Source: an optimization exercise on an open RTL-to-GDS flow (aim: small area, a short achievable clock period and few clock cycles). Production flows keep margins and buffers that such runs may drop. Function was checked by simulation only, so behaviour that the tests miss may differ from the original.

File: flow/design.v
module lhb_rx #(
    parameter FRAME_CAP = 100            
) (
    input  wire        clk,
    input  wire        rst,              
    input  wire        rx_valid,
    input  wire [7:0]  rx_data,
    output wire        rx_ready,
    output wire        m_valid,
    output wire [7:0]  m_data,
    output wire        m_last,
    output wire        m_empty,          
    input  wire        m_ready,
    output wire        e_valid,
    output wire [3:0]  e_code,
    output wire [7:0]  e_arg,
    output wire [15:0] e_len,
    output wire [3:0]  e_stat,
    input  wire        e_ready
);
    localparam IW = 7;                   
    localparam [3:0] E_FRAME_OVERFLOW = 4'h1;
    localparam [3:0] E_SYNC_LOST      = 4'h2;
    localparam [3:0] E_DECODE_ERROR   = 4'h3;
    localparam [2:0] S_SEEK_START = 3'd0,    
                     S_ACC        = 3'd1,    
                     S_SEEK_END   = 3'd2,    
                     S_DECODE     = 3'd3,    
                     S_SEND       = 3'd4;    
    reg [2:0]     st;
    reg [7:0]     fb [0:FRAME_CAP-1];    
    reg [7:0]     mb [0:FRAME_CAP-1];    
    reg [IW-1:0]  flen;                  
    reg [IW-1:0]  mlen;                  
    reg [IW-1:0]  rd_idx;                
    reg [7:0]     blk_cnt;               
    reg           pend_zero;             
    reg [IW-1:0]  out_idx;
    reg           err_v;
    reg [3:0]     err_code;
    reg [7:0]     err_arg;
    reg [15:0]    err_len;
    reg [3:0]     err_stat;
    wire in_sync = (st == S_SEEK_START) || (st == S_ACC) || (st == S_SEEK_END);
    assign rx_ready = in_sync && !err_v;
    wire   rx_take  = rx_valid && rx_ready;
    wire   rx_delim = (rx_data == 8'h00);
    assign m_valid = (st == S_SEND);
    assign m_data  = mb[out_idx];
    assign m_empty = (mlen == 0);
    assign m_last  = m_empty || (out_idx == mlen - 1'b1);
    wire   m_take  = m_valid && m_ready;
    assign e_valid = err_v;
    assign e_code  = err_code;
    assign e_arg   = err_arg;
    assign e_len   = err_len;
    assign e_stat  = err_stat;
    wire       dec_done = (rd_idx == flen);
    wire [7:0] dec_byte = fb[rd_idx];
    wire       dec_code = (blk_cnt == 8'd0);    
    always @(posedge clk) begin
        if (!rst && st == S_ACC && rx_take && !rx_delim && flen < FRAME_CAP)
            fb[flen] <= rx_data;
        if (!rst && st == S_DECODE && !dec_done) begin
            if (dec_code) begin
                if (pend_zero)
                    mb[mlen] <= 8'h00;
            end else begin
                mb[mlen] <= dec_byte;
            end
        end
    end
    always @(posedge clk) begin
        if (rst) begin
            st        <= S_SEEK_START;
            flen      <= 0;
            mlen      <= 0;
            rd_idx    <= 0;
            blk_cnt   <= 8'd0;
            pend_zero <= 1'b0;
            out_idx   <= 0;
            err_v     <= 1'b0;
            err_code  <= 4'h0;
            err_arg   <= 8'h00;
            err_len   <= 16'h0000;
            err_stat  <= 4'h0;
        end else begin
            if (err_v && e_ready)
                err_v <= 1'b0;
            case (st)
            S_SEEK_START: if (rx_take) begin
                if (rx_delim) begin
                    st   <= S_ACC;
                    flen <= 0;
                end else begin
                    st       <= S_SEEK_END;
                    err_v    <= 1'b1;
                    err_code <= E_SYNC_LOST;
                    err_arg  <= rx_data;
                    err_len  <= 16'd0;
                    err_stat <= 4'h0;
                end
            end
            S_ACC: if (rx_take) begin
                if (rx_delim) begin
                    if (flen != 0) begin
                        st        <= S_DECODE;
                        rd_idx    <= 0;
                        blk_cnt   <= 8'd0;
                        pend_zero <= 1'b0;
                        mlen      <= 0;
                    end
                end else if (flen < FRAME_CAP) begin
                    flen <= flen + 1'b1;
                end else begin
                    st       <= S_SEEK_END;
                    flen     <= 0;
                    err_v    <= 1'b1;
                    err_code <= E_FRAME_OVERFLOW;
                    err_arg  <= rx_data;
                    err_len  <= FRAME_CAP;
                    err_stat <= 4'h0;
                end
            end
            S_SEEK_END: if (rx_take && rx_delim)
                st <= S_SEEK_START;
            S_DECODE: begin
                if (dec_done) begin
                    if (blk_cnt != 8'd0) begin
                        st       <= S_SEEK_START;
                        flen     <= 0;
                        mlen     <= 0;
                        err_v    <= 1'b1;
                        err_code <= E_DECODE_ERROR;
                        err_arg  <= 8'h00;
                        err_len  <= {{(16-IW){1'b0}}, flen};
                        err_stat <= 4'b1000;           
                    end else begin
                        st      <= S_SEND;
                        out_idx <= 0;
                    end
                end else begin
                    rd_idx <= rd_idx + 1'b1;
                    if (dec_code) begin
                        if (pend_zero)
                            mlen <= mlen + 1'b1;
                        blk_cnt   <= dec_byte - 8'd1;
                        pend_zero <= (dec_byte != 8'hFF);
                    end else begin
                        mlen    <= mlen + 1'b1;
                        blk_cnt <= blk_cnt - 8'd1;
                    end
                end
            end
            S_SEND: if (m_take) begin
                if (m_last) begin
                    st   <= S_SEEK_START;
                    flen <= 0;
                    mlen <= 0;
                end else begin
                    out_idx <= out_idx + 1'b1;
                end
            end
            default: st <= S_SEEK_START;
            endcase
        end
    end
endmodule
File: flow/run.sh
#!/bin/bash
# synth_recipe.tcl (not shown) runs the flow's synth.tcl, then flattens the netlist and writes it again
# the make line also repeats each setting of config.mk as NAME=value (left out here)
make -C /OpenROAD-flow-scripts/flow DESIGN_CONFIG=/design/flow/config.mk WORK_HOME=/design/flow/orfs CLKGATE_MAP_FILE= SYNTH_SCRIPT=/design/flow/synth_recipe.tcl finish
File: flow/config.mk
export PLATFORM = sky130hd
export DESIGN_NAME = lhb_rx
export DESIGN_NICKNAME = lhb_rx
export VERILOG_FILES = /design/flow/design.v
export SDC_FILE = /design/flow/constraint.sdc
export NUM_CORES = 4
export LEC_CHECK = 0
export CAP_MARGIN = 20
export CORE_MARGIN = 2
export CORE_UTILIZATION = 40
export PLACE_DENSITY = 0.6
export SLEW_MARGIN = 20
File: flow/constraint.sdc
create_clock -name core_clock -period 10.0 [get_ports {clk}]
set_input_delay 2.0000 -clock core_clock [delete_from_list [all_inputs] [get_ports {clk}]]
set_output_delay 2.0000 -clock core_clock [all_outputs]
set_load 0.01 [all_outputs]
==> impl_metrics.yaml <==
placed_design:
  placedCellCount: 5408
  dpl.hpwl_um: 96000
  numPortBuffers: 43
  place_congestion: 0.816
  postPlaceCellArea_um2: 69200
  dp_slack_ps: 3650
power_and_ir_drop:
  intPower_mw: 10.9
  powerDensity_nw_per_um2: 182
  power_frac_comb_pct: 0.9
  swShare_pct: 19.7
  seqPwrFrac_pct: 56.3
  p_clk_share_pct: 42.9
  power_mw: 13.5
  vdd_drop_max_v: 0.000179
  p_leak_nw: 19.6
  p_switching_mw: 2.67
drt:
  routed_via_density: 5.71
  antenna_left: 0
  wl_per_cell_um: 28.2
  drtIter0Drc: 3954
  routed_wl_um: 161000
  vias: 32500
  drcViolationCount: 0
  dr.pass1.iters: 6
logic_synthesis:
  ys_seq_elements: 1673
  synthArstFlopShare_pct: 0
  synth_ff_type: "edfxtp_1"
  synth_edf_count: 1600
  yosys.area.top_type: "edfxtp_1"
  yosys.area.top_type_share_pct: 72.4
  synth.mux.area_fraction_pct: 16.5
  synth_top_family_by_area: "multiplexers"
  yosysUniqueCellTypes: 90
  avgSynthCellArea_um2: 20.1
  synth_area_um2: 66400
  yosys-top-cells-area: "edfxtp_1 (72%), mux4_2 (14%), dfxtp_1 (2.2%), nor2_1 (1.5%), mux2i_1 (1.2%)"
  yosys.area_share.simple_pct: 4.11
  syn_inst: 3303
  synth_compound_area_share_pct: 2.42
  synth_warnings: 1
  yosysSeqAreaShare_pct: 74.6
  synthAdderAreaFrac_pct: 0.151
  synth_xor_area_share_pct: 0.449
sta:
  layout_setup_ws_ps: 3000
  hold_viol_final: 0
  finalSetupViolations: 0
  tightest_slew_ps: 1140
  min_period_over_period_pct: 70.0
  fmax_mhz: 143
  fin_skew_ps: 35.2
  maxSlewViolCount: 0
  setup_tns_ps: 0
  fin_crit_ps: 7000
  slew_headroom_pct: 23.9
  rsz0062_at_grt: "false"
  hold_slack_ps: 453
layout:
  drive_above_1_share_pct: 22.5
  syn2layout_area_growth_pct: 11.9
  nNetsFinal: 3411
  mostFrequentLayoutCells: "edfxtp_1 (1,600), mux4_2 (409), nor2_1 (260)"
  fin_util_pct: 45.1
  layout_commonest_cell: "edfxtp_1"
  fin_cells: 5703
  n_antenna_cell: 0
  stdcell_area_um2: 74300
worst_setup_path:
  crit_path_cell_trace: "buf_4, mux4_2, mux4_2, mux4_2, mux2_2, clkdlybuf4s50_1"
  cp_max_fo: 43
  cpMostUsedCell: "mux4_2"
  critPathTopFamily: "multiplexers"
  crit_slowest_cell: "dfxtp_4"
  worst_path_largest_cell_delay_ps: 940
  endpoint_kind: "output port"
  worstPathRequired_ps: 8000
  path_class: "reg2out"
  cp.buffers_inverters: 2
  arrival_ps: 5000
  worst_setup_path_start_kind: "register"
global_routing:
  grt_pass1_wl_um: 233000
  antenna_found_initial: 2
  overflow: 0
  grt_pass1_vias: 32400
  grt.total_usage_pct: 19.0
  grt_start_max_net_pins: 101
cts:
  tritoncts: "yes"
  ctsHtreeMaxLevel: 4
  cts_hold_buf: 0
  numCtsBuffers: 161
  path_clk_slew_ps: 60
  root_buffer: "clkbuf_16"
  clock_latency_ps: 800
  cts_resized: 0
  cts_max_path_buffers: 3
  cts_setup_buffers: 0
  clock_sinks: 1673
die:
  die_area_um2: 169000
  die_h_um: 411
  core_area_um2: 165000
  io_pins: 58
  die_x_um: 411
  num_rows: 149
  start_util_pct: 40.3
flow_run:
  cap_violations: 0
outcome:
  status: "complete, no violations"
min_path:
  hold_class: "reg2reg"
[cell usage after synthesis (all sizes together), types with 20 or more instances]
cell type / count
xnor2: 20
nor2b: 27
edfxtp: 1600
a22oi: 39
mux4: 430
nor3: 43
o21ai: 23
mux2i: 79
a21oi: 47
dfxtp: 73
buf: 111
mux2: 36
nand2: 121
nor2: 263
clkbuf: 94
nand3: 57
[routing by layer]
| layer | GRT usage, % | part of all wire [%] | wire length [µm] |
|---|---|---|---|
| met5 | 0 | 0.0043 | 7 |
| met4 | 5.77 | 2.8 | 4560 |
| met3 | 3.62 | 6.7 | 10700 |
| met2 | 29.7 | 47 | 76500 |
| met1 | 27.0 | 43 | 69300 |
[worst register-to-register path: stages, from the launching register on]
cell,delay [ps]
dfxtp_1,660
nor2b_1,510
and2_1,520
and2_1,390
nand2b_1,280
a211oi_1,600
nand2_1,840
nor2_1,1130
[final timing paths]
path                                 start    endpoint  slack, ps  depth (start not counted)
worst min-delay path            err_len[1]  err_len[1]        450                          2
worst min register to register  err_len[1]  err_len[1]        450                          2
worst max register to register       st[0]   mb[12][6]       4660                          7
worst max-delay path              register   m_data[4]       3000                          6
[cell type report]
cell class                 count  area, µm²
multi-input combinational   1422      15900
inverter                      16       60.1
timing repair buffer         116       1100
sequential                  1673      49500
clock buffer                 212       4340
clock inverter                75        593
tap                         2189       2740
fill                       13900      90500
[power groups by stage]
stage,sequential [mW],combinational [mW],clock (mW)
after floorplan,7.77,0.0326,0
after global placement,7.77,0.118,0
after detailed placement,7.77,0.118,0
after CTS,7.62,0.118,5.89
after global routing,7.62,0.126,6.16
final,7.62,0.117,5.80
[registers in the layout, indices dropped and copies added (netlist names), 2 cells and up, named ones only]
register	flops
blk_cnt	8
err_arg	8
err_code	2
err_len	7
fb	800
flen	7
mb	800
mlen	7
out_idx	7
rd_idx	7
st	3
[cells by family after synthesis]
group                    after synthesis
adder cells (fa/ha/maj)                8
AND/OR/NAND/NOR                      598
other                                  1
flip-flops                          1673
multiplexers                         545
buffers and inverters                221
XOR/XNOR                              34
AO/OA/AOI/OAI                        223
Testbench counts, summed over its fixed seeds: cycles 29,826.

re-timing with driven ports:
The flow's constraints put no driver on any port. The routed layout listed below was extracted and timed again, unchanged, in two steps.
Step 1 sets driving cells, clkbuf_16 on the clock port and buf_2 on the other inputs (assumed; they add their load-dependent delay and slew).
Step 2, shift: input delay + t, output delay - t, t = (earliest + latest rising clock arrival at the registers) / 2. This alone moves slack from input paths to output paths.
Three values: ideal ports, drivers, drivers and shift; two values: the first two.
t (ns): 0.851
slack for setup (ns): 3.003 / 2.931 / 3.782
worst data-port slew with drivers (ns): 0.04
After both steps setup and hold are still met in this run. For this run, drivers alone change the setup slack by -0.072 ns; drivers and shift together by +0.779 ns.
